What follows belongs to an exercise in optimizing a design on an open flow for small area, a short achievable clock period and few clock cycles per item; a production flow would make more cautious choices.
In this exercise RTL edits were held to simulation tests only and were not proved equivalent to the original.
No activity file was given, so power comes from the tool's default toggle rates.

File: flow/run.sh
#!/bin/bash
# Layout flow: the standard layout (standard.sh), with these changes:
#  - synthesis without the full/half-adder extraction (ADDER_MAP_FILE empty),
#    so ABC maps the hand-built prefix adder itself;
#  - port buffers are buf_1 cells;
set -euo pipefail
bash standard.sh ADDER_MAP_FILE= \
  'BUFFER_PORTS_ARGS=-buffer_cell sky130_fd_sc_hd__buf_1' \
  SETUP_SLACK_MARGIN=5.3 \
  finish > flow_make.log 2>&1
File: standard.sh
#!/bin/bash
# synth_recipe.tcl (not shown) runs the flow's synth.tcl, then flattens the netlist and writes it again
# the make line also repeats each setting of config.mk as NAME=value (left out here)
make -C /OpenROAD-flow-scripts/flow DESIGN_CONFIG=/design/flow/config.mk WORK_HOME=/design/flow/orfs CLKGATE_MAP_FILE= SYNTH_SCRIPT=/design/flow/synth_recipe.tcl "${@:-finish}"
File: config.mk
export PLATFORM = sky130hd
export DESIGN_NAME = sc_reduce
export DESIGN_NICKNAME = sc_reduce
export VERILOG_FILES = /design/flow/design.v
export SDC_FILE = /design/flow/constraint.sdc
export NUM_CORES = 4
export LEC_CHECK = 0
export ABC_AREA = 1
export CAP_MARGIN = 20
export CORE_MARGIN = 2
export CORE_UTILIZATION = 40
export CTS_CLUSTER_DIAMETER = 90
export CTS_CLUSTER_SIZE = 20
export SLEW_MARGIN = 20
export SYNTH_HIERARCHICAL = 1
File: constraint.sdc
create_clock -name core_clock -period 10.0 [get_ports {clk}]
set_input_delay 2.0000 -clock core_clock [delete_from_list [all_inputs] [get_ports {clk}]]
set_output_delay 2.0000 -clock core_clock [all_outputs]
set_load 0.01 [all_outputs]
File: design.v
module sc_reduce (
    input  wire         clk,
    input  wire         rst,
    input  wire         in_valid,
    output wire         in_ready,
    input  wire [255:0] in_data,
    output wire         out_valid,
    input  wire         out_ready,
    output wire [255:0] out_data
);
    reg         v;       
    reg         lk;      
    reg         nb;      
    reg [252:0] r;       
    reg         rb;      
    wire [3:0]   h  = in_data[255:252];
    wire [128:0] xl = in_data[128:0];
    wire [122:0] xu = in_data[251:129];
    wire         sel = lk & nb;          
    wire [3:0]   hq = h - {3'b000, sel};
    reg  [128:0] t;      
    always @(*) begin
        case (hq)
            4'd0: t = 129'h0;
            4'd1: t = 129'h14def9dea2f79cd65812631a5cf5d3ed;
            4'd2: t = 129'h29bdf3bd45ef39acb024c634b9eba7da;
            4'd3: t = 129'h3e9ced9be8e6d6830837294f16e17bc7;
            4'd4: t = 129'h537be77a8bde735960498c6973d74fb4;
            4'd5: t = 129'h685ae1592ed6102fb85bef83d0cd23a1;
            4'd6: t = 129'h7d39db37d1cdad06106e529e2dc2f78e;
            4'd7: t = 129'h9218d51674c549dc6880b5b88ab8cb7b;
            4'd8: t = 129'ha6f7cef517bce6b2c09318d2e7ae9f68;
            4'd9: t = 129'hbbd6c8d3bab4838918a57bed44a47355;
            4'd10: t = 129'hd0b5c2b25dac205f70b7df07a19a4742;
            4'd11: t = 129'he594bc9100a3bd35c8ca4221fe901b2f;
            4'd12: t = 129'hfa73b66fa39b5a0c20dca53c5b85ef1c;
            4'd13: t = 129'h10f52b04e4692f6e278ef0856b87bc309;
            4'd14: t = 129'h12431aa2ce98a93b8d1016b71157196f6;
            4'd15: t = 129'h13910a40b8c82308f2913ce8b72676ae3;
            default: t = 129'h0;
        endcase
    end
    wire [128:0] d_g;
    wire [128:0] d_k;
    assign d_g = xl & ~t;   
    assign d_k = ~(xl ^ t);  
    wire d_G0_0 = d_g[3] | d_k[3] & (d_g[2] | d_k[2] & (d_g[1] | d_k[1] & (d_g[0])));
    wire d_P0_0 = d_k[3] & d_k[2] & d_k[1] & d_k[0];
    wire d_G1_0 = d_g[7] | d_k[7] & (d_g[6] | d_k[6] & (d_g[5] | d_k[5] & (d_g[4])));
    wire d_P1_0 = d_k[7] & d_k[6] & d_k[5] & d_k[4];
    wire d_G2_0 = d_g[11] | d_k[11] & (d_g[10] | d_k[10] & (d_g[9] | d_k[9] & (d_g[8])));
    wire d_P2_0 = d_k[11] & d_k[10] & d_k[9] & d_k[8];
    wire d_G3_0 = d_g[15] | d_k[15] & (d_g[14] | d_k[14] & (d_g[13] | d_k[13] & (d_g[12])));
    wire d_P3_0 = d_k[15] & d_k[14] & d_k[13] & d_k[12];
    wire d_G4_0 = d_g[19] | d_k[19] & (d_g[18] | d_k[18] & (d_g[17] | d_k[17] & (d_g[16])));
    wire d_P4_0 = d_k[19] & d_k[18] & d_k[17] & d_k[16];
    wire d_G5_0 = d_g[23] | d_k[23] & (d_g[22] | d_k[22] & (d_g[21] | d_k[21] & (d_g[20])));
    wire d_P5_0 = d_k[23] & d_k[22] & d_k[21] & d_k[20];
    wire d_G6_0 = d_g[27] | d_k[27] & (d_g[26] | d_k[26] & (d_g[25] | d_k[25] & (d_g[24])));
    wire d_P6_0 = d_k[27] & d_k[26] & d_k[25] & d_k[24];
    wire d_G7_0 = d_g[31] | d_k[31] & (d_g[30] | d_k[30] & (d_g[29] | d_k[29] & (d_g[28])));
    wire d_P7_0 = d_k[31] & d_k[30] & d_k[29] & d_k[28];
    wire d_G8_0 = d_g[35] | d_k[35] & (d_g[34] | d_k[34] & (d_g[33] | d_k[33] & (d_g[32])));
    wire d_P8_0 = d_k[35] & d_k[34] & d_k[33] & d_k[32];
    wire d_G9_0 = d_g[39] | d_k[39] & (d_g[38] | d_k[38] & (d_g[37] | d_k[37] & (d_g[36])));
    wire d_P9_0 = d_k[39] & d_k[38] & d_k[37] & d_k[36];
    wire d_G10_0 = d_g[43] | d_k[43] & (d_g[42] | d_k[42] & (d_g[41] | d_k[41] & (d_g[40])));
    wire d_P10_0 = d_k[43] & d_k[42] & d_k[41] & d_k[40];
    wire d_G11_0 = d_g[47] | d_k[47] & (d_g[46] | d_k[46] & (d_g[45] | d_k[45] & (d_g[44])));
    wire d_P11_0 = d_k[47] & d_k[46] & d_k[45] & d_k[44];
    wire d_G12_0 = d_g[51] | d_k[51] & (d_g[50] | d_k[50] & (d_g[49] | d_k[49] & (d_g[48])));
    wire d_P12_0 = d_k[51] & d_k[50] & d_k[49] & d_k[48];
    wire d_G13_0 = d_g[55] | d_k[55] & (d_g[54] | d_k[54] & (d_g[53] | d_k[53] & (d_g[52])));
    wire d_P13_0 = d_k[55] & d_k[54] & d_k[53] & d_k[52];
    wire d_G14_0 = d_g[59] | d_k[59] & (d_g[58] | d_k[58] & (d_g[57] | d_k[57] & (d_g[56])));
    wire d_P14_0 = d_k[59] & d_k[58] & d_k[57] & d_k[56];
    wire d_G15_0 = d_g[63] | d_k[63] & (d_g[62] | d_k[62] & (d_g[61] | d_k[61] & (d_g[60])));
    wire d_P15_0 = d_k[63] & d_k[62] & d_k[61] & d_k[60];
    wire d_G16_0 = d_g[67] | d_k[67] & (d_g[66] | d_k[66] & (d_g[65] | d_k[65] & (d_g[64])));
    wire d_P16_0 = d_k[67] & d_k[66] & d_k[65] & d_k[64];
    wire d_G17_0 = d_g[71] | d_k[71] & (d_g[70] | d_k[70] & (d_g[69] | d_k[69] & (d_g[68])));
    wire d_P17_0 = d_k[71] & d_k[70] & d_k[69] & d_k[68];
    wire d_G18_0 = d_g[75] | d_k[75] & (d_g[74] | d_k[74] & (d_g[73] | d_k[73] & (d_g[72])));
    wire d_P18_0 = d_k[75] & d_k[74] & d_k[73] & d_k[72];
    wire d_G19_0 = d_g[79] | d_k[79] & (d_g[78] | d_k[78] & (d_g[77] | d_k[77] & (d_g[76])));
    wire d_P19_0 = d_k[79] & d_k[78] & d_k[77] & d_k[76];
    wire d_G20_0 = d_g[83] | d_k[83] & (d_g[82] | d_k[82] & (d_g[81] | d_k[81] & (d_g[80])));
    wire d_P20_0 = d_k[83] & d_k[82] & d_k[81] & d_k[80];
    wire d_G21_0 = d_g[87] | d_k[87] & (d_g[86] | d_k[86] & (d_g[85] | d_k[85] & (d_g[84])));
    wire d_P21_0 = d_k[87] & d_k[86] & d_k[85] & d_k[84];
    wire d_G22_0 = d_g[91] | d_k[91] & (d_g[90] | d_k[90] & (d_g[89] | d_k[89] & (d_g[88])));
    wire d_P22_0 = d_k[91] & d_k[90] & d_k[89] & d_k[88];
    wire d_G23_0 = d_g[95] | d_k[95] & (d_g[94] | d_k[94] & (d_g[93] | d_k[93] & (d_g[92])));
    wire d_P23_0 = d_k[95] & d_k[94] & d_k[93] & d_k[92];
    wire d_G24_0 = d_g[99] | d_k[99] & (d_g[98] | d_k[98] & (d_g[97] | d_k[97] & (d_g[96])));
    wire d_P24_0 = d_k[99] & d_k[98] & d_k[97] & d_k[96];
    wire d_G25_0 = d_g[103] | d_k[103] & (d_g[102] | d_k[102] & (d_g[101] | d_k[101] & (d_g[100])));
    wire d_P25_0 = d_k[103] & d_k[102] & d_k[101] & d_k[100];
    wire d_G26_0 = d_g[107] | d_k[107] & (d_g[106] | d_k[106] & (d_g[105] | d_k[105] & (d_g[104])));
    wire d_P26_0 = d_k[107] & d_k[106] & d_k[105] & d_k[104];
    wire d_G27_0 = d_g[111] | d_k[111] & (d_g[110] | d_k[110] & (d_g[109] | d_k[109] & (d_g[108])));
    wire d_P27_0 = d_k[111] & d_k[110] & d_k[109] & d_k[108];
    wire d_G28_0 = d_g[115] | d_k[115] & (d_g[114] | d_k[114] & (d_g[113] | d_k[113] & (d_g[112])));
    wire d_P28_0 = d_k[115] & d_k[114] & d_k[113] & d_k[112];
    wire d_G29_0 = d_g[119] | d_k[119] & (d_g[118] | d_k[118] & (d_g[117] | d_k[117] & (d_g[116])));
    wire d_P29_0 = d_k[119] & d_k[118] & d_k[117] & d_k[116];
    wire d_G30_0 = d_g[123] | d_k[123] & (d_g[122] | d_k[122] & (d_g[121] | d_k[121] & (d_g[120])));
    wire d_P30_0 = d_k[123] & d_k[122] & d_k[121] & d_k[120];
    wire d_G31_0 = d_g[127] | d_k[127] & (d_g[126] | d_k[126] & (d_g[125] | d_k[125] & (d_g[124])));
    wire d_P31_0 = d_k[127] & d_k[126] & d_k[125] & d_k[124];
    wire d_G32_0 = d_g[128];
    wire d_P32_0 = d_k[128];
    wire d_C0 = d_G0_0 | d_P0_0;
    wire d_G1_1 = d_G1_0 | d_P1_0 & d_C0;
    wire d_G3_2 = d_G3_0 | d_P3_0 & d_G2_0;
    wire d_P3_2 = d_P3_0 & d_P2_0;
    wire d_G5_3 = d_G5_0 | d_P5_0 & d_G4_0;
    wire d_P5_3 = d_P5_0 & d_P4_0;
    wire d_G7_4 = d_G7_0 | d_P7_0 & d_G6_0;
    wire d_P7_4 = d_P7_0 & d_P6_0;
    wire d_G9_5 = d_G9_0 | d_P9_0 & d_G8_0;
    wire d_P9_5 = d_P9_0 & d_P8_0;
    wire d_G11_6 = d_G11_0 | d_P11_0 & d_G10_0;
    wire d_P11_6 = d_P11_0 & d_P10_0;
    wire d_G13_7 = d_G13_0 | d_P13_0 & d_G12_0;
    wire d_P13_7 = d_P13_0 & d_P12_0;
    wire d_G15_8 = d_G15_0 | d_P15_0 & d_G14_0;
    wire d_P15_8 = d_P15_0 & d_P14_0;
    wire d_G17_9 = d_G17_0 | d_P17_0 & d_G16_0;
    wire d_P17_9 = d_P17_0 & d_P16_0;
    wire d_G19_10 = d_G19_0 | d_P19_0 & d_G18_0;
    wire d_P19_10 = d_P19_0 & d_P18_0;
    wire d_G21_11 = d_G21_0 | d_P21_0 & d_G20_0;
    wire d_P21_11 = d_P21_0 & d_P20_0;
    wire d_G23_12 = d_G23_0 | d_P23_0 & d_G22_0;
    wire d_P23_12 = d_P23_0 & d_P22_0;
    wire d_G25_13 = d_G25_0 | d_P25_0 & d_G24_0;
    wire d_P25_13 = d_P25_0 & d_P24_0;
    wire d_G27_14 = d_G27_0 | d_P27_0 & d_G26_0;
    wire d_P27_14 = d_P27_0 & d_P26_0;
    wire d_G29_15 = d_G29_0 | d_P29_0 & d_G28_0;
    wire d_P29_15 = d_P29_0 & d_P28_0;
    wire d_G31_16 = d_G31_0 | d_P31_0 & d_G30_0;
    wire d_P31_16 = d_P31_0 & d_P30_0;
    wire d_G2_17 = d_G2_0 | d_P2_0 & d_G1_1;
    wire d_G3_18 = d_G3_2 | d_P3_2 & d_G1_1;
    wire d_G6_19 = d_G6_0 | d_P6_0 & d_G5_3;
    wire d_P6_19 = d_P6_0 & d_P5_3;
    wire d_G7_20 = d_G7_4 | d_P7_4 & d_G5_3;
    wire d_P7_20 = d_P7_4 & d_P5_3;
    wire d_G10_21 = d_G10_0 | d_P10_0 & d_G9_5;
    wire d_P10_21 = d_P10_0 & d_P9_5;
    wire d_G11_22 = d_G11_6 | d_P11_6 & d_G9_5;
    wire d_P11_22 = d_P11_6 & d_P9_5;
    wire d_G14_23 = d_G14_0 | d_P14_0 & d_G13_7;
    wire d_P14_23 = d_P14_0 & d_P13_7;
    wire d_G15_24 = d_G15_8 | d_P15_8 & d_G13_7;
    wire d_P15_24 = d_P15_8 & d_P13_7;
    wire d_G18_25 = d_G18_0 | d_P18_0 & d_G17_9;
    wire d_P18_25 = d_P18_0 & d_P17_9;
    wire d_G19_26 = d_G19_10 | d_P19_10 & d_G17_9;
    wire d_P19_26 = d_P19_10 & d_P17_9;
    wire d_G22_27 = d_G22_0 | d_P22_0 & d_G21_11;
    wire d_P22_27 = d_P22_0 & d_P21_11;
    wire d_G23_28 = d_G23_12 | d_P23_12 & d_G21_11;
    wire d_P23_28 = d_P23_12 & d_P21_11;
    wire d_G26_29 = d_G26_0 | d_P26_0 & d_G25_13;
    wire d_P26_29 = d_P26_0 & d_P25_13;
    wire d_G27_30 = d_G27_14 | d_P27_14 & d_G25_13;
    wire d_P27_30 = d_P27_14 & d_P25_13;
    wire d_G30_31 = d_G30_0 | d_P30_0 & d_G29_15;
    wire d_P30_31 = d_P30_0 & d_P29_15;
    wire d_G31_32 = d_G31_16 | d_P31_16 & d_G29_15;
    wire d_P31_32 = d_P31_16 & d_P29_15;
    wire d_G4_33 = d_G4_0 | d_P4_0 & d_G3_18;
    wire d_G5_34 = d_G5_3 | d_P5_3 & d_G3_18;
    wire d_G6_35 = d_G6_19 | d_P6_19 & d_G3_18;
    wire d_G7_36 = d_G7_20 | d_P7_20 & d_G3_18;
    wire d_G12_37 = d_G12_0 | d_P12_0 & d_G11_22;
    wire d_P12_37 = d_P12_0 & d_P11_22;
    wire d_G13_38 = d_G13_7 | d_P13_7 & d_G11_22;
    wire d_P13_38 = d_P13_7 & d_P11_22;
    wire d_G14_39 = d_G14_23 | d_P14_23 & d_G11_22;
    wire d_P14_39 = d_P14_23 & d_P11_22;
    wire d_G15_40 = d_G15_24 | d_P15_24 & d_G11_22;
    wire d_P15_40 = d_P15_24 & d_P11_22;
    wire d_G20_41 = d_G20_0 | d_P20_0 & d_G19_26;
    wire d_P20_41 = d_P20_0 & d_P19_26;
    wire d_G21_42 = d_G21_11 | d_P21_11 & d_G19_26;
    wire d_P21_42 = d_P21_11 & d_P19_26;
    wire d_G22_43 = d_G22_27 | d_P22_27 & d_G19_26;
    wire d_P22_43 = d_P22_27 & d_P19_26;
    wire d_G23_44 = d_G23_28 | d_P23_28 & d_G19_26;
    wire d_P23_44 = d_P23_28 & d_P19_26;
    wire d_G28_45 = d_G28_0 | d_P28_0 & d_G27_30;
    wire d_P28_45 = d_P28_0 & d_P27_30;
    wire d_G29_46 = d_G29_15 | d_P29_15 & d_G27_30;
    wire d_P29_46 = d_P29_15 & d_P27_30;
    wire d_G30_47 = d_G30_31 | d_P30_31 & d_G27_30;
    wire d_P30_47 = d_P30_31 & d_P27_30;
    wire d_G31_48 = d_G31_32 | d_P31_32 & d_G27_30;
    wire d_P31_48 = d_P31_32 & d_P27_30;
    wire d_G8_49 = d_G8_0 | d_P8_0 & d_G7_36;
    wire d_G9_50 = d_G9_5 | d_P9_5 & d_G7_36;
    wire d_G10_51 = d_G10_21 | d_P10_21 & d_G7_36;
    wire d_G11_52 = d_G11_22 | d_P11_22 & d_G7_36;
    wire d_G12_53 = d_G12_37 | d_P12_37 & d_G7_36;
    wire d_G13_54 = d_G13_38 | d_P13_38 & d_G7_36;
    wire d_G14_55 = d_G14_39 | d_P14_39 & d_G7_36;
    wire d_G15_56 = d_G15_40 | d_P15_40 & d_G7_36;
    wire d_G24_57 = d_G24_0 | d_P24_0 & d_G23_44;
    wire d_P24_57 = d_P24_0 & d_P23_44;
    wire d_G25_58 = d_G25_13 | d_P25_13 & d_G23_44;
    wire d_P25_58 = d_P25_13 & d_P23_44;
    wire d_G26_59 = d_G26_29 | d_P26_29 & d_G23_44;
    wire d_P26_59 = d_P26_29 & d_P23_44;
    wire d_G27_60 = d_G27_30 | d_P27_30 & d_G23_44;
    wire d_P27_60 = d_P27_30 & d_P23_44;
    wire d_G28_61 = d_G28_45 | d_P28_45 & d_G23_44;
    wire d_P28_61 = d_P28_45 & d_P23_44;
    wire d_G29_62 = d_G29_46 | d_P29_46 & d_G23_44;
    wire d_P29_62 = d_P29_46 & d_P23_44;
    wire d_G30_63 = d_G30_47 | d_P30_47 & d_G23_44;
    wire d_P30_63 = d_P30_47 & d_P23_44;
    wire d_G31_64 = d_G31_48 | d_P31_48 & d_G23_44;
    wire d_P31_64 = d_P31_48 & d_P23_44;
    wire d_G16_65 = d_G16_0 | d_P16_0 & d_G15_56;
    wire d_G17_66 = d_G17_9 | d_P17_9 & d_G15_56;
    wire d_G18_67 = d_G18_25 | d_P18_25 & d_G15_56;
    wire d_G19_68 = d_G19_26 | d_P19_26 & d_G15_56;
    wire d_G20_69 = d_G20_41 | d_P20_41 & d_G15_56;
    wire d_G21_70 = d_G21_42 | d_P21_42 & d_G15_56;
    wire d_G22_71 = d_G22_43 | d_P22_43 & d_G15_56;
    wire d_G23_72 = d_G23_44 | d_P23_44 & d_G15_56;
    wire d_G24_73 = d_G24_57 | d_P24_57 & d_G15_56;
    wire d_G25_74 = d_G25_58 | d_P25_58 & d_G15_56;
    wire d_G26_75 = d_G26_59 | d_P26_59 & d_G15_56;
    wire d_G27_76 = d_G27_60 | d_P27_60 & d_G15_56;
    wire d_G28_77 = d_G28_61 | d_P28_61 & d_G15_56;
    wire d_G29_78 = d_G29_62 | d_P29_62 & d_G15_56;
    wire d_G30_79 = d_G30_63 | d_P30_63 & d_G15_56;
    wire d_G31_80 = d_G31_64 | d_P31_64 & d_G15_56;
    wire d_G32_81 = d_G32_0 | d_P32_0 & d_G31_80;
    wire [129:0] d_c;
    assign d_c[0] = 1'b1;
    assign d_c[1] = d_g[0] | (d_k[0]) & 1'b1;
    assign d_c[2] = d_g[1] | d_k[1] & (d_g[0]) | (d_k[1] & d_k[0]) & 1'b1;
    assign d_c[3] = d_g[2] | d_k[2] & (d_g[1] | d_k[1] & (d_g[0])) | (d_k[2] & d_k[1] & d_k[0]) & 1'b1;
    assign d_c[4] = d_C0;
    assign d_c[5] = d_g[4] | (d_k[4]) & d_C0;
    assign d_c[6] = d_g[5] | d_k[5] & (d_g[4]) | (d_k[5] & d_k[4]) & d_C0;
    assign d_c[7] = d_g[6] | d_k[6] & (d_g[5] | d_k[5] & (d_g[4])) | (d_k[6] & d_k[5] & d_k[4]) & d_C0;
    assign d_c[8] = d_G1_1;
    assign d_c[9] = d_g[8] | (d_k[8]) & d_G1_1;
    assign d_c[10] = d_g[9] | d_k[9] & (d_g[8]) | (d_k[9] & d_k[8]) & d_G1_1;
    assign d_c[11] = d_g[10] | d_k[10] & (d_g[9] | d_k[9] & (d_g[8])) | (d_k[10] & d_k[9] & d_k[8]) & d_G1_1;
    assign d_c[12] = d_G2_17;
    assign d_c[13] = d_g[12] | (d_k[12]) & d_G2_17;
    assign d_c[14] = d_g[13] | d_k[13] & (d_g[12]) | (d_k[13] & d_k[12]) & d_G2_17;
    assign d_c[15] = d_g[14] | d_k[14] & (d_g[13] | d_k[13] & (d_g[12])) | (d_k[14] & d_k[13] & d_k[12]) & d_G2_17;
    assign d_c[16] = d_G3_18;
    assign d_c[17] = d_g[16] | (d_k[16]) & d_G3_18;
    assign d_c[18] = d_g[17] | d_k[17] & (d_g[16]) | (d_k[17] & d_k[16]) & d_G3_18;
    assign d_c[19] = d_g[18] | d_k[18] & (d_g[17] | d_k[17] & (d_g[16])) | (d_k[18] & d_k[17] & d_k[16]) & d_G3_18;
    assign d_c[20] = d_G4_33;
    assign d_c[21] = d_g[20] | (d_k[20]) & d_G4_33;
    assign d_c[22] = d_g[21] | d_k[21] & (d_g[20]) | (d_k[21] & d_k[20]) & d_G4_33;
    assign d_c[23] = d_g[22] | d_k[22] & (d_g[21] | d_k[21] & (d_g[20])) | (d_k[22] & d_k[21] & d_k[20]) & d_G4_33;
    assign d_c[24] = d_G5_34;
    assign d_c[25] = d_g[24] | (d_k[24]) & d_G5_34;
    assign d_c[26] = d_g[25] | d_k[25] & (d_g[24]) | (d_k[25] & d_k[24]) & d_G5_34;
    assign d_c[27] = d_g[26] | d_k[26] & (d_g[25] | d_k[25] & (d_g[24])) | (d_k[26] & d_k[25] & d_k[24]) & d_G5_34;
    assign d_c[28] = d_G6_35;
    assign d_c[29] = d_g[28] | (d_k[28]) & d_G6_35;
    assign d_c[30] = d_g[29] | d_k[29] & (d_g[28]) | (d_k[29] & d_k[28]) & d_G6_35;
    assign d_c[31] = d_g[30] | d_k[30] & (d_g[29] | d_k[29] & (d_g[28])) | (d_k[30] & d_k[29] & d_k[28]) & d_G6_35;
    assign d_c[32] = d_G7_36;
    assign d_c[33] = d_g[32] | (d_k[32]) & d_G7_36;
    assign d_c[34] = d_g[33] | d_k[33] & (d_g[32]) | (d_k[33] & d_k[32]) & d_G7_36;
    assign d_c[35] = d_g[34] | d_k[34] & (d_g[33] | d_k[33] & (d_g[32])) | (d_k[34] & d_k[33] & d_k[32]) & d_G7_36;
    assign d_c[36] = d_G8_49;
    assign d_c[37] = d_g[36] | (d_k[36]) & d_G8_49;
    assign d_c[38] = d_g[37] | d_k[37] & (d_g[36]) | (d_k[37] & d_k[36]) & d_G8_49;
    assign d_c[39] = d_g[38] | d_k[38] & (d_g[37] | d_k[37] & (d_g[36])) | (d_k[38] & d_k[37] & d_k[36]) & d_G8_49;
    assign d_c[40] = d_G9_50;
    assign d_c[41] = d_g[40] | (d_k[40]) & d_G9_50;
    assign d_c[42] = d_g[41] | d_k[41] & (d_g[40]) | (d_k[41] & d_k[40]) & d_G9_50;
    assign d_c[43] = d_g[42] | d_k[42] & (d_g[41] | d_k[41] & (d_g[40])) | (d_k[42] & d_k[41] & d_k[40]) & d_G9_50;
    assign d_c[44] = d_G10_51;
    assign d_c[45] = d_g[44] | (d_k[44]) & d_G10_51;
    assign d_c[46] = d_g[45] | d_k[45] & (d_g[44]) | (d_k[45] & d_k[44]) & d_G10_51;
    assign d_c[47] = d_g[46] | d_k[46] & (d_g[45] | d_k[45] & (d_g[44])) | (d_k[46] & d_k[45] & d_k[44]) & d_G10_51;
    assign d_c[48] = d_G11_52;
    assign d_c[49] = d_g[48] | (d_k[48]) & d_G11_52;
    assign d_c[50] = d_g[49] | d_k[49] & (d_g[48]) | (d_k[49] & d_k[48]) & d_G11_52;
    assign d_c[51] = d_g[50] | d_k[50] & (d_g[49] | d_k[49] & (d_g[48])) | (d_k[50] & d_k[49] & d_k[48]) & d_G11_52;
    assign d_c[52] = d_G12_53;
    assign d_c[53] = d_g[52] | (d_k[52]) & d_G12_53;
    assign d_c[54] = d_g[53] | d_k[53] & (d_g[52]) | (d_k[53] & d_k[52]) & d_G12_53;
    assign d_c[55] = d_g[54] | d_k[54] & (d_g[53] | d_k[53] & (d_g[52])) | (d_k[54] & d_k[53] & d_k[52]) & d_G12_53;
    assign d_c[56] = d_G13_54;
    assign d_c[57] = d_g[56] | (d_k[56]) & d_G13_54;
    assign d_c[58] = d_g[57] | d_k[57] & (d_g[56]) | (d_k[57] & d_k[56]) & d_G13_54;
    assign d_c[59] = d_g[58] | d_k[58] & (d_g[57] | d_k[57] & (d_g[56])) | (d_k[58] & d_k[57] & d_k[56]) & d_G13_54;
    assign d_c[60] = d_G14_55;
    assign d_c[61] = d_g[60] | (d_k[60]) & d_G14_55;
    assign d_c[62] = d_g[61] | d_k[61] & (d_g[60]) | (d_k[61] & d_k[60]) & d_G14_55;
    assign d_c[63] = d_g[62] | d_k[62] & (d_g[61] | d_k[61] & (d_g[60])) | (d_k[62] & d_k[61] & d_k[60]) & d_G14_55;
    assign d_c[64] = d_G15_56;
    assign d_c[65] = d_g[64] | (d_k[64]) & d_G15_56;
    assign d_c[66] = d_g[65] | d_k[65] & (d_g[64]) | (d_k[65] & d_k[64]) & d_G15_56;
    assign d_c[67] = d_g[66] | d_k[66] & (d_g[65] | d_k[65] & (d_g[64])) | (d_k[66] & d_k[65] & d_k[64]) & d_G15_56;
    assign d_c[68] = d_G16_65;
    assign d_c[69] = d_g[68] | (d_k[68]) & d_G16_65;
    assign d_c[70] = d_g[69] | d_k[69] & (d_g[68]) | (d_k[69] & d_k[68]) & d_G16_65;
    assign d_c[71] = d_g[70] | d_k[70] & (d_g[69] | d_k[69] & (d_g[68])) | (d_k[70] & d_k[69] & d_k[68]) & d_G16_65;
    assign d_c[72] = d_G17_66;
    assign d_c[73] = d_g[72] | (d_k[72]) & d_G17_66;
    assign d_c[74] = d_g[73] | d_k[73] & (d_g[72]) | (d_k[73] & d_k[72]) & d_G17_66;
    assign d_c[75] = d_g[74] | d_k[74] & (d_g[73] | d_k[73] & (d_g[72])) | (d_k[74] & d_k[73] & d_k[72]) & d_G17_66;
    assign d_c[76] = d_G18_67;
    assign d_c[77] = d_g[76] | (d_k[76]) & d_G18_67;
    assign d_c[78] = d_g[77] | d_k[77] & (d_g[76]) | (d_k[77] & d_k[76]) & d_G18_67;
    assign d_c[79] = d_g[78] | d_k[78] & (d_g[77] | d_k[77] & (d_g[76])) | (d_k[78] & d_k[77] & d_k[76]) & d_G18_67;
    assign d_c[80] = d_G19_68;
    assign d_c[81] = d_g[80] | (d_k[80]) & d_G19_68;
    assign d_c[82] = d_g[81] | d_k[81] & (d_g[80]) | (d_k[81] & d_k[80]) & d_G19_68;
    assign d_c[83] = d_g[82] | d_k[82] & (d_g[81] | d_k[81] & (d_g[80])) | (d_k[82] & d_k[81] & d_k[80]) & d_G19_68;
    assign d_c[84] = d_G20_69;
    assign d_c[85] = d_g[84] | (d_k[84]) & d_G20_69;
    assign d_c[86] = d_g[85] | d_k[85] & (d_g[84]) | (d_k[85] & d_k[84]) & d_G20_69;
    assign d_c[87] = d_g[86] | d_k[86] & (d_g[85] | d_k[85] & (d_g[84])) | (d_k[86] & d_k[85] & d_k[84]) & d_G20_69;
    assign d_c[88] = d_G21_70;
    assign d_c[89] = d_g[88] | (d_k[88]) & d_G21_70;
    assign d_c[90] = d_g[89] | d_k[89] & (d_g[88]) | (d_k[89] & d_k[88]) & d_G21_70;
    assign d_c[91] = d_g[90] | d_k[90] & (d_g[89] | d_k[89] & (d_g[88])) | (d_k[90] & d_k[89] & d_k[88]) & d_G21_70;
    assign d_c[92] = d_G22_71;
    assign d_c[93] = d_g[92] | (d_k[92]) & d_G22_71;
    assign d_c[94] = d_g[93] | d_k[93] & (d_g[92]) | (d_k[93] & d_k[92]) & d_G22_71;
    assign d_c[95] = d_g[94] | d_k[94] & (d_g[93] | d_k[93] & (d_g[92])) | (d_k[94] & d_k[93] & d_k[92]) & d_G22_71;
    assign d_c[96] = d_G23_72;
    assign d_c[97] = d_g[96] | (d_k[96]) & d_G23_72;
    assign d_c[98] = d_g[97] | d_k[97] & (d_g[96]) | (d_k[97] & d_k[96]) & d_G23_72;
    assign d_c[99] = d_g[98] | d_k[98] & (d_g[97] | d_k[97] & (d_g[96])) | (d_k[98] & d_k[97] & d_k[96]) & d_G23_72;
    assign d_c[100] = d_G24_73;
    assign d_c[101] = d_g[100] | (d_k[100]) & d_G24_73;
    assign d_c[102] = d_g[101] | d_k[101] & (d_g[100]) | (d_k[101] & d_k[100]) & d_G24_73;
    assign d_c[103] = d_g[102] | d_k[102] & (d_g[101] | d_k[101] & (d_g[100])) | (d_k[102] & d_k[101] & d_k[100]) & d_G24_73;
    assign d_c[104] = d_G25_74;
    assign d_c[105] = d_g[104] | (d_k[104]) & d_G25_74;
    assign d_c[106] = d_g[105] | d_k[105] & (d_g[104]) | (d_k[105] & d_k[104]) & d_G25_74;
    assign d_c[107] = d_g[106] | d_k[106] & (d_g[105] | d_k[105] & (d_g[104])) | (d_k[106] & d_k[105] & d_k[104]) & d_G25_74;
    assign d_c[108] = d_G26_75;
    assign d_c[109] = d_g[108] | (d_k[108]) & d_G26_75;
    assign d_c[110] = d_g[109] | d_k[109] & (d_g[108]) | (d_k[109] & d_k[108]) & d_G26_75;
    assign d_c[111] = d_g[110] | d_k[110] & (d_g[109] | d_k[109] & (d_g[108])) | (d_k[110] & d_k[109] & d_k[108]) & d_G26_75;
    assign d_c[112] = d_G27_76;
    assign d_c[113] = d_g[112] | (d_k[112]) & d_G27_76;
    assign d_c[114] = d_g[113] | d_k[113] & (d_g[112]) | (d_k[113] & d_k[112]) & d_G27_76;
    assign d_c[115] = d_g[114] | d_k[114] & (d_g[113] | d_k[113] & (d_g[112])) | (d_k[114] & d_k[113] & d_k[112]) & d_G27_76;
    assign d_c[116] = d_G28_77;
    assign d_c[117] = d_g[116] | (d_k[116]) & d_G28_77;
    assign d_c[118] = d_g[117] | d_k[117] & (d_g[116]) | (d_k[117] & d_k[116]) & d_G28_77;
    assign d_c[119] = d_g[118] | d_k[118] & (d_g[117] | d_k[117] & (d_g[116])) | (d_k[118] & d_k[117] & d_k[116]) & d_G28_77;
    assign d_c[120] = d_G29_78;
    assign d_c[121] = d_g[120] | (d_k[120]) & d_G29_78;
    assign d_c[122] = d_g[121] | d_k[121] & (d_g[120]) | (d_k[121] & d_k[120]) & d_G29_78;
    assign d_c[123] = d_g[122] | d_k[122] & (d_g[121] | d_k[121] & (d_g[120])) | (d_k[122] & d_k[121] & d_k[120]) & d_G29_78;
    assign d_c[124] = d_G30_79;
    assign d_c[125] = d_g[124] | (d_k[124]) & d_G30_79;
    assign d_c[126] = d_g[125] | d_k[125] & (d_g[124]) | (d_k[125] & d_k[124]) & d_G30_79;
    assign d_c[127] = d_g[126] | d_k[126] & (d_g[125] | d_k[125] & (d_g[124])) | (d_k[126] & d_k[125] & d_k[124]) & d_G30_79;
    assign d_c[128] = d_G31_80;
    assign d_c[129] = d_G32_81;
    wire [128:0] d_s = d_k ^ d_c[128:0];
    wire d_bo = ~d_c[129];
    wire adv = ~v | out_ready;
    wire xu_top_zero;                    
    sc_reduce_rdy u_rdy (.out_ready(out_ready), .v(v), .lk(lk), .xu_top(xu[122:99]),
                         .in_ready(in_ready), .xu_top_zero(xu_top_zero));
    wire [122:0] ru_dec;
    sc_reduce_dec u_dec (.u(r[251:129]), .b(rb), .y(ru_dec));
    assign out_valid = v;
    assign out_data  = {3'b000, r[252], ru_dec, r[128:0]};
    always @(posedge clk) begin
        if (rst)
            v <= 1'b0;
        else if (adv)
            v <= in_valid & in_ready;
        if (rst)
            lk <= 1'b0;
        else if (in_valid & in_ready)
            lk <= 1'b0;
        else if (in_valid & xu_top_zero & ~lk) begin
            lk <= 1'b1;
            nb <= d_bo & ~|xu;
        end
        if (adv) begin
            r  <= {sel & ~d_bo, xu, d_s};
            rb <= d_bo;
        end
    end
endmodule
module sc_reduce_rdy (
    input  wire         out_ready,
    input  wire         v,
    input  wire         lk,
    input  wire [23:0]  xu_top,
    output wire         in_ready,
    output wire         xu_top_zero
);
    assign xu_top_zero = ~|xu_top;
    assign in_ready    = (~v | out_ready) & (~xu_top_zero | lk);
endmodule
module sc_reduce_dec (
    input  wire [122:0] u,
    input  wire         b,
    output wire [122:0] y
);
    wire [122:0] ru = u;
    wire [123:0] u_z;
    assign u_z[0] = 1'b1;
    wire u_B0_0 = ~|ru[3:0];
    wire u_B1_0 = ~|ru[7:4];
    wire u_B2_0 = ~|ru[11:8];
    wire u_B3_0 = ~|ru[15:12];
    wire u_B4_0 = ~|ru[19:16];
    wire u_B5_0 = ~|ru[23:20];
    wire u_B6_0 = ~|ru[27:24];
    wire u_B7_0 = ~|ru[31:28];
    wire u_B8_0 = ~|ru[35:32];
    wire u_B9_0 = ~|ru[39:36];
    wire u_B10_0 = ~|ru[43:40];
    wire u_B11_0 = ~|ru[47:44];
    wire u_B12_0 = ~|ru[51:48];
    wire u_B13_0 = ~|ru[55:52];
    wire u_B14_0 = ~|ru[59:56];
    wire u_B15_0 = ~|ru[63:60];
    wire u_B16_0 = ~|ru[67:64];
    wire u_B17_0 = ~|ru[71:68];
    wire u_B18_0 = ~|ru[75:72];
    wire u_B19_0 = ~|ru[79:76];
    wire u_B20_0 = ~|ru[83:80];
    wire u_B21_0 = ~|ru[87:84];
    wire u_B22_0 = ~|ru[91:88];
    wire u_B23_0 = ~|ru[95:92];
    wire u_B24_0 = ~|ru[99:96];
    wire u_B25_0 = ~|ru[103:100];
    wire u_B26_0 = ~|ru[107:104];
    wire u_B27_0 = ~|ru[111:108];
    wire u_B28_0 = ~|ru[115:112];
    wire u_B29_0 = ~|ru[119:116];
    wire u_B30_0 = ~|ru[122:120];
    wire u_B1_1 = u_B1_0 & u_B0_0;
    wire u_B3_1 = u_B3_0 & u_B2_0;
    wire u_B5_1 = u_B5_0 & u_B4_0;
    wire u_B7_1 = u_B7_0 & u_B6_0;
    wire u_B9_1 = u_B9_0 & u_B8_0;
    wire u_B11_1 = u_B11_0 & u_B10_0;
    wire u_B13_1 = u_B13_0 & u_B12_0;
    wire u_B15_1 = u_B15_0 & u_B14_0;
    wire u_B17_1 = u_B17_0 & u_B16_0;
    wire u_B19_1 = u_B19_0 & u_B18_0;
    wire u_B21_1 = u_B21_0 & u_B20_0;
    wire u_B23_1 = u_B23_0 & u_B22_0;
    wire u_B25_1 = u_B25_0 & u_B24_0;
    wire u_B27_1 = u_B27_0 & u_B26_0;
    wire u_B29_1 = u_B29_0 & u_B28_0;
    wire u_B2_2 = u_B2_0 & u_B1_1;
    wire u_B3_2 = u_B3_1 & u_B1_1;
    wire u_B6_2 = u_B6_0 & u_B5_1;
    wire u_B7_2 = u_B7_1 & u_B5_1;
    wire u_B10_2 = u_B10_0 & u_B9_1;
    wire u_B11_2 = u_B11_1 & u_B9_1;
    wire u_B14_2 = u_B14_0 & u_B13_1;
    wire u_B15_2 = u_B15_1 & u_B13_1;
    wire u_B18_2 = u_B18_0 & u_B17_1;
    wire u_B19_2 = u_B19_1 & u_B17_1;
    wire u_B22_2 = u_B22_0 & u_B21_1;
    wire u_B23_2 = u_B23_1 & u_B21_1;
    wire u_B26_2 = u_B26_0 & u_B25_1;
    wire u_B27_2 = u_B27_1 & u_B25_1;
    wire u_B30_2 = u_B30_0 & u_B29_1;
    wire u_B4_3 = u_B4_0 & u_B3_2;
    wire u_B5_3 = u_B5_1 & u_B3_2;
    wire u_B6_3 = u_B6_2 & u_B3_2;
    wire u_B7_3 = u_B7_2 & u_B3_2;
    wire u_B12_3 = u_B12_0 & u_B11_2;
    wire u_B13_3 = u_B13_1 & u_B11_2;
    wire u_B14_3 = u_B14_2 & u_B11_2;
    wire u_B15_3 = u_B15_2 & u_B11_2;
    wire u_B20_3 = u_B20_0 & u_B19_2;
    wire u_B21_3 = u_B21_1 & u_B19_2;
    wire u_B22_3 = u_B22_2 & u_B19_2;
    wire u_B23_3 = u_B23_2 & u_B19_2;
    wire u_B28_3 = u_B28_0 & u_B27_2;
    wire u_B29_3 = u_B29_1 & u_B27_2;
    wire u_B30_3 = u_B30_2 & u_B27_2;
    wire u_B8_4 = u_B8_0 & u_B7_3;
    wire u_B9_4 = u_B9_1 & u_B7_3;
    wire u_B10_4 = u_B10_2 & u_B7_3;
    wire u_B11_4 = u_B11_2 & u_B7_3;
    wire u_B12_4 = u_B12_3 & u_B7_3;
    wire u_B13_4 = u_B13_3 & u_B7_3;
    wire u_B14_4 = u_B14_3 & u_B7_3;
    wire u_B15_4 = u_B15_3 & u_B7_3;
    wire u_B24_4 = u_B24_0 & u_B23_3;
    wire u_B25_4 = u_B25_1 & u_B23_3;
    wire u_B26_4 = u_B26_2 & u_B23_3;
    wire u_B27_4 = u_B27_2 & u_B23_3;
    wire u_B28_4 = u_B28_3 & u_B23_3;
    wire u_B29_4 = u_B29_3 & u_B23_3;
    wire u_B30_4 = u_B30_3 & u_B23_3;
    wire u_B16_5 = u_B16_0 & u_B15_4;
    wire u_B17_5 = u_B17_1 & u_B15_4;
    wire u_B18_5 = u_B18_2 & u_B15_4;
    wire u_B19_5 = u_B19_2 & u_B15_4;
    wire u_B20_5 = u_B20_3 & u_B15_4;
    wire u_B21_5 = u_B21_3 & u_B15_4;
    wire u_B22_5 = u_B22_3 & u_B15_4;
    wire u_B23_5 = u_B23_3 & u_B15_4;
    wire u_B24_5 = u_B24_4 & u_B15_4;
    wire u_B25_5 = u_B25_4 & u_B15_4;
    wire u_B26_5 = u_B26_4 & u_B15_4;
    wire u_B27_5 = u_B27_4 & u_B15_4;
    wire u_B28_5 = u_B28_4 & u_B15_4;
    wire u_B29_5 = u_B29_4 & u_B15_4;
    wire u_B30_5 = u_B30_4 & u_B15_4;
    assign u_z[1] = ~|ru[0:0];
    assign u_z[2] = ~|ru[1:0];
    assign u_z[3] = ~|ru[2:0];
    assign u_z[4] = u_B0_0;
    assign u_z[5] = u_B0_0 & ~|ru[4:4];
    assign u_z[6] = u_B0_0 & ~|ru[5:4];
    assign u_z[7] = u_B0_0 & ~|ru[6:4];
    assign u_z[8] = u_B1_1;
    assign u_z[9] = u_B1_1 & ~|ru[8:8];
    assign u_z[10] = u_B1_1 & ~|ru[9:8];
    assign u_z[11] = u_B1_1 & ~|ru[10:8];
    assign u_z[12] = u_B2_2;
    assign u_z[13] = u_B2_2 & ~|ru[12:12];
    assign u_z[14] = u_B2_2 & ~|ru[13:12];
    assign u_z[15] = u_B2_2 & ~|ru[14:12];
    assign u_z[16] = u_B3_2;
    assign u_z[17] = u_B3_2 & ~|ru[16:16];
    assign u_z[18] = u_B3_2 & ~|ru[17:16];
    assign u_z[19] = u_B3_2 & ~|ru[18:16];
    assign u_z[20] = u_B4_3;
    assign u_z[21] = u_B4_3 & ~|ru[20:20];
    assign u_z[22] = u_B4_3 & ~|ru[21:20];
    assign u_z[23] = u_B4_3 & ~|ru[22:20];
    assign u_z[24] = u_B5_3;
    assign u_z[25] = u_B5_3 & ~|ru[24:24];
    assign u_z[26] = u_B5_3 & ~|ru[25:24];
    assign u_z[27] = u_B5_3 & ~|ru[26:24];
    assign u_z[28] = u_B6_3;
    assign u_z[29] = u_B6_3 & ~|ru[28:28];
    assign u_z[30] = u_B6_3 & ~|ru[29:28];
    assign u_z[31] = u_B6_3 & ~|ru[30:28];
    assign u_z[32] = u_B7_3;
    assign u_z[33] = u_B7_3 & ~|ru[32:32];
    assign u_z[34] = u_B7_3 & ~|ru[33:32];
    assign u_z[35] = u_B7_3 & ~|ru[34:32];
    assign u_z[36] = u_B8_4;
    assign u_z[37] = u_B8_4 & ~|ru[36:36];
    assign u_z[38] = u_B8_4 & ~|ru[37:36];
    assign u_z[39] = u_B8_4 & ~|ru[38:36];
    assign u_z[40] = u_B9_4;
    assign u_z[41] = u_B9_4 & ~|ru[40:40];
    assign u_z[42] = u_B9_4 & ~|ru[41:40];
    assign u_z[43] = u_B9_4 & ~|ru[42:40];
    assign u_z[44] = u_B10_4;
    assign u_z[45] = u_B10_4 & ~|ru[44:44];
    assign u_z[46] = u_B10_4 & ~|ru[45:44];
    assign u_z[47] = u_B10_4 & ~|ru[46:44];
    assign u_z[48] = u_B11_4;
    assign u_z[49] = u_B11_4 & ~|ru[48:48];
    assign u_z[50] = u_B11_4 & ~|ru[49:48];
    assign u_z[51] = u_B11_4 & ~|ru[50:48];
    assign u_z[52] = u_B12_4;
    assign u_z[53] = u_B12_4 & ~|ru[52:52];
    assign u_z[54] = u_B12_4 & ~|ru[53:52];
    assign u_z[55] = u_B12_4 & ~|ru[54:52];
    assign u_z[56] = u_B13_4;
    assign u_z[57] = u_B13_4 & ~|ru[56:56];
    assign u_z[58] = u_B13_4 & ~|ru[57:56];
    assign u_z[59] = u_B13_4 & ~|ru[58:56];
    assign u_z[60] = u_B14_4;
    assign u_z[61] = u_B14_4 & ~|ru[60:60];
    assign u_z[62] = u_B14_4 & ~|ru[61:60];
    assign u_z[63] = u_B14_4 & ~|ru[62:60];
    assign u_z[64] = u_B15_4;
    assign u_z[65] = u_B15_4 & ~|ru[64:64];
    assign u_z[66] = u_B15_4 & ~|ru[65:64];
    assign u_z[67] = u_B15_4 & ~|ru[66:64];
    assign u_z[68] = u_B16_5;
    assign u_z[69] = u_B16_5 & ~|ru[68:68];
    assign u_z[70] = u_B16_5 & ~|ru[69:68];
    assign u_z[71] = u_B16_5 & ~|ru[70:68];
    assign u_z[72] = u_B17_5;
    assign u_z[73] = u_B17_5 & ~|ru[72:72];
    assign u_z[74] = u_B17_5 & ~|ru[73:72];
    assign u_z[75] = u_B17_5 & ~|ru[74:72];
    assign u_z[76] = u_B18_5;
    assign u_z[77] = u_B18_5 & ~|ru[76:76];
    assign u_z[78] = u_B18_5 & ~|ru[77:76];
    assign u_z[79] = u_B18_5 & ~|ru[78:76];
    assign u_z[80] = u_B19_5;
    assign u_z[81] = u_B19_5 & ~|ru[80:80];
    assign u_z[82] = u_B19_5 & ~|ru[81:80];
    assign u_z[83] = u_B19_5 & ~|ru[82:80];
    assign u_z[84] = u_B20_5;
    assign u_z[85] = u_B20_5 & ~|ru[84:84];
    assign u_z[86] = u_B20_5 & ~|ru[85:84];
    assign u_z[87] = u_B20_5 & ~|ru[86:84];
    assign u_z[88] = u_B21_5;
    assign u_z[89] = u_B21_5 & ~|ru[88:88];
    assign u_z[90] = u_B21_5 & ~|ru[89:88];
    assign u_z[91] = u_B21_5 & ~|ru[90:88];
    assign u_z[92] = u_B22_5;
    assign u_z[93] = u_B22_5 & ~|ru[92:92];
    assign u_z[94] = u_B22_5 & ~|ru[93:92];
    assign u_z[95] = u_B22_5 & ~|ru[94:92];
    assign u_z[96] = u_B23_5;
    assign u_z[97] = u_B23_5 & ~|ru[96:96];
    assign u_z[98] = u_B23_5 & ~|ru[97:96];
    assign u_z[99] = u_B23_5 & ~|ru[98:96];
    assign u_z[100] = u_B24_5;
    assign u_z[101] = u_B24_5 & ~|ru[100:100];
    assign u_z[102] = u_B24_5 & ~|ru[101:100];
    assign u_z[103] = u_B24_5 & ~|ru[102:100];
    assign u_z[104] = u_B25_5;
    assign u_z[105] = u_B25_5 & ~|ru[104:104];
    assign u_z[106] = u_B25_5 & ~|ru[105:104];
    assign u_z[107] = u_B25_5 & ~|ru[106:104];
    assign u_z[108] = u_B26_5;
    assign u_z[109] = u_B26_5 & ~|ru[108:108];
    assign u_z[110] = u_B26_5 & ~|ru[109:108];
    assign u_z[111] = u_B26_5 & ~|ru[110:108];
    assign u_z[112] = u_B27_5;
    assign u_z[113] = u_B27_5 & ~|ru[112:112];
    assign u_z[114] = u_B27_5 & ~|ru[113:112];
    assign u_z[115] = u_B27_5 & ~|ru[114:112];
    assign u_z[116] = u_B28_5;
    assign u_z[117] = u_B28_5 & ~|ru[116:116];
    assign u_z[118] = u_B28_5 & ~|ru[117:116];
    assign u_z[119] = u_B28_5 & ~|ru[118:116];
    assign u_z[120] = u_B29_5;
    assign u_z[121] = u_B29_5 & ~|ru[120:120];
    assign u_z[122] = u_B29_5 & ~|ru[121:120];
    assign u_z[123] = u_B30_5;
    assign y = ru ^ ({123{b}} & u_z[122:0]);
endmodule
==> summary.txt <==
## Yosys stat by module (local to each module, per instance)
module         flip-flops and latches  cell area [um2]  cells inside
sc_reduce_dec                       0             2540           588
sc_reduce_rdy                       0              103            27
sc_reduce                         257            16700          2143
## how the worst min path moves through the flow
stage	start	end	slack, ns	depth (start not counted)
6_report	lk	lk	0.74	2
5_1_grt	lk	lk	0.82	2
4_1_cts	lk	lk	0.74	2
3_5_place_dp	lk	lk	0.71	2
3_3_place_gp	lk	lk	0.69	2
2_1_floorplan	lk	lk	0.55	2
## worst reg2reg max path, stage by stage, from the launching register on
cell and delay, ns:
dfxtp_1 0.62, nand2_2 0.17, nor2_4 0.16, buf_12 0.16, nand2_8 0.11, nand2_8 0.13, nand2_8 0.11, buf_6 0.17
o21ai_4 0.22, nand2_1 0.10, or2_2 0.29, nand2_2 0.09, inv_1 0.05, nand3_1 0.07, nand2_1 0.05, inv_1 0.05
nand2_1 0.07, nand2_1 0.07, nand2_2 0.09, a21oi_4 0.15, buf_12 0.17, nand2_8 0.13, nand2_4 0.09, nand2_2 0.09
buf_4 0.15, xor2_1 0.13
## report_power, final
group / internal, mW / leakage (nW) / switching, mW
Sequential: 1.39 / 2.67 / 0.0857
Clock: 0.480 / 0.357 / 0.455
Combinational: 0.390 / 8.78 / 0.771
Total: 2.26 / 11.8 / 1.31
## sequential cells by signal, indices dropped and copies added, names as in the netlist
register  cells
r           253
lk            1
nb            1
rb            1
v             1
## metal layers
metal | wire (um) | track usage [%]
met1 | 28200 | 31.3
met3 | 6090 | 6.64
met2 | 35100 | 45.7
met4 | 4020 | 13.6
met5 | 55 | 0
## cells by family after synthesis
group	synth area share [%]
AOI/OAI and AO/OA	3.13
other	0.0194
xor gates and xnor gates	3.54
DFF	39.8
buffers and inverters	12.2
and+or+nand+nor	41.2
## what timing repair did
action / in CTS / in global routing
gates cloned: 6 / 8
resized for setup: 181 / 429
hold buffers: 0 / 0
pin swaps: 37 / 121
endpoints found under the setup margin: 189 / 177
buffers inserted: 24 / 91
## stage by stage
| step | total power, mW | hold WS, ns |
|---|---|---|
| global route | 3.74 | 0.817 |
| global placement | 2.43 | 0.688 |
| floorplan | 2.22 | 0.547 |
| CTS | 3.43 | 0.736 |
| finish | 3.57 | 0.741 |
| detailed placement | 2.44 | 0.706 |
## cell type report
cell class	instances	area, um2
Tap cell	615	769
Fill cell	4657	22600
Inverter	319	1220
Timing Repair Buffer	636	3170
Multi-Input combinational cell	2040	11600
Clock buffer	21	526
Clock inverter	14	205
Antenna cell	14	35.0
Sequential cell	257	7700
Timing Repair inverter	1	8.76
## cells in the final DEF, fill, tap and decap left out, types with 9 or more instances in the layout
master / count
nand4_1: 23
nand3_4: 27
xor2_1: 63
or2_2: 36
diode_2: 14
nor3_2: 16
buf_4: 101
a21o_1: 9
nor4_1: 33
inv_2: 20
edfxtp_1: 255
nand2_1: 951
nand3b_1: 40
nor2_1: 171
nor3_1: 22
nand2_2: 155
nor2_4: 34
nand3_1: 157
buf_6: 16
o21ai_0: 23
nor2_2: 47
buf_1: 493
xnor2_1: 14
inv_1: 293
nand3_2: 24
clkbuf_16: 23
buf_12: 9
nand2_8: 28
a21oi_1: 21
nand2_4: 66
==> summary.txt <==
- Setup TNS: 0 ns
- Main area contributors after synthesis: edfxtp_1 40%, nand2_1 22%, inv_1 5.9%
- Die W: ~220 um
- Vias post-DR: about 20000
- Number of synthesized flops with an enable pin: approximately 260
- TritonCTS clock tree: built
- Worst path buffer plus inverter count: 2
- Clock Tree Buf Depth: 3
- R2R Path End: r[100]
- WL per Instance: between 15 and 20 um
- I/O pin count: 518
- Leakage power total: about 12 nW
- DRC: 0
- Worst-path fanout max: 3
- GP Congestion: 0.981
- Via density: just over 5
- Final core utilization: between 50 and 60%
- Starting Density: 40.5%
- Most common flop cell mapped by yosys: edfxtp_1
- Reg2Reg Depth: 25
- Yosys reg bits: 257
- Crit-path leading delay family: simple AND/OR/NAND/NOR gates
- Post-place setup slack: 3.34 ns
- Final Non-Filler Cells: 3917
- Placed Area: 0.0209 mm2
- Fmax: roughly 210 MHz
- Slew Limit Fails: 0
- Yosys cell types: 48
- Initial DRC count: roughly 1300
- Global route overflow: 0
- Number of stages on the worst setup path: 8
- Top cells by count, synth: 1141 x nand2_1, 302 x inv_1, 255 x edfxtp_1
- Minimum period implied by the final worst setup slack: slightly below 5 ns
- Row Count: 80
- Seq/Total Area, Yosys: around two fifths
- Finish-stage setup viols: 0
- Global-route wire length before repair: a little over 100000 um
- Unrepaired setup endpoints after global routing: yes
- Crit. Startpoint: in_data[229]
- Clk slew on worst S/H paths: ~0.080 ns
- Dpl cells: between 3000 and 4000
- Routed wire length: approximately 74000 um
- Clock sinks: between 200 and 300
- Cell taking the most area after synthesis: edfxtp_1
- # nets final: ~3500
- FF-to-FF setup slack: 6.10 ns
- GRT Overall Usage: between 20% and 30%
- Critical path class: primary input to primary output
- Vias in the first global route: about 18000
- Cell breakdown of the critical path: buf_4, nor2_4, nand2_1, nor2_2, nand3_4, nor2_2, nor2_1, buf_2
- Required @ worst endpoint: roughly 8 ns
- Largest net degree at the start of global routing: ~130
- Worst EP arrival: roughly 2.8 ns
- R2R Path Start: lk
- Final instance area: around 0.025 mm2
- Port Buffers: between 500 and 600
- Slew @ Worst Pin: 1.05 ns
- Routed Antenna Nets: 0
- Hold Crit Class: flop to flop
- CP startpoint kind: primary input
- CP dominant cell by count: nor2_2
- Most instantiated library cell after synthesis: nand2_1
- Crit-path slowest cell: buf_2
- Post-synthesis cell area: between 0.015 and 0.02 mm2
- Gate count after technology mapping: about 2800
- Final Hold Viols: 0
- Slew margin rel.: ~30%
- Area growth syn-to-layout: 30.4%
- Async S/R FF share, synth: 0%
- First-pass iteration count of the detailed router: 6
- Syn avg cell area: approximately 7 um2
- CTS Buf Count: 21
- DP Wirelength: around 56000 um
- Crit path largest cell delay: ~0.15 ns
- CTS Root Cell: clkbuf_16
- Worst setup endpoint: in_ready
- Final worst path period share: between 40% and 50%
- Share of layout cells above drive strength 1: about a fifth
- Initial antenna violation count: 18
- Setup WS post-layout: ~5.2 ns
- Area share of the largest cell type after synthesis: 39.6%
- Crit. End Element: primary output
- Clk latency of the worst-skew pair: around 0.54 ns
- Core Region: between 0.04 and 0.05 mm2
- Yosys Warn Count: 7
- Maxcap violations: 0
- H-tree level count: 1
- Chip height: roughly 220 um
- Final Skew: roughly 0.023 ns
- Max rail drop VDD: 0.0942 mV
- Outcome: no timing/DRC/antenna violations
- Die area: about 0.05 mm2
- PD cells: roughly 140 mW/mm2
Testbench counts, summed over its fixed seeds: cycles 1,608, values 1,600.

## afterwards: timing with drivers on the ports
In the flow no input, the clock included, has a driving cell. The finished layout below was timed again as built, in two steps. Step 1 (the two cells are an assumption about what drives the block):
set clk [get_ports {clk}]
set_driving_cell -lib_cell sky130_fd_sc_hd__clkbuf_16 $clk
set_driving_cell -lib_cell sky130_fd_sc_hd__buf_2 [delete_from_list [all_inputs] $clk]
Step 2 also shifts input and output timing later by t, the mid clock arrival at the registers, as if the neighbouring blocks saw the same clock. Three values: ideal ports, drivers, drivers and shift; two values: the first two.
t (ns): 0.595
slack for setup (ns): 5.160 / 5.131 / 4.736
worst setup path at the end: input to register
worst register clock-pin slew, ns: 0.09 / 0.09
worst slew at a driven data input, ns: 0.20
After both steps this run still meets setup and hold. For this run, drivers alone change the setup slack by -0.029 ns; drivers and shift together by -0.424 ns.
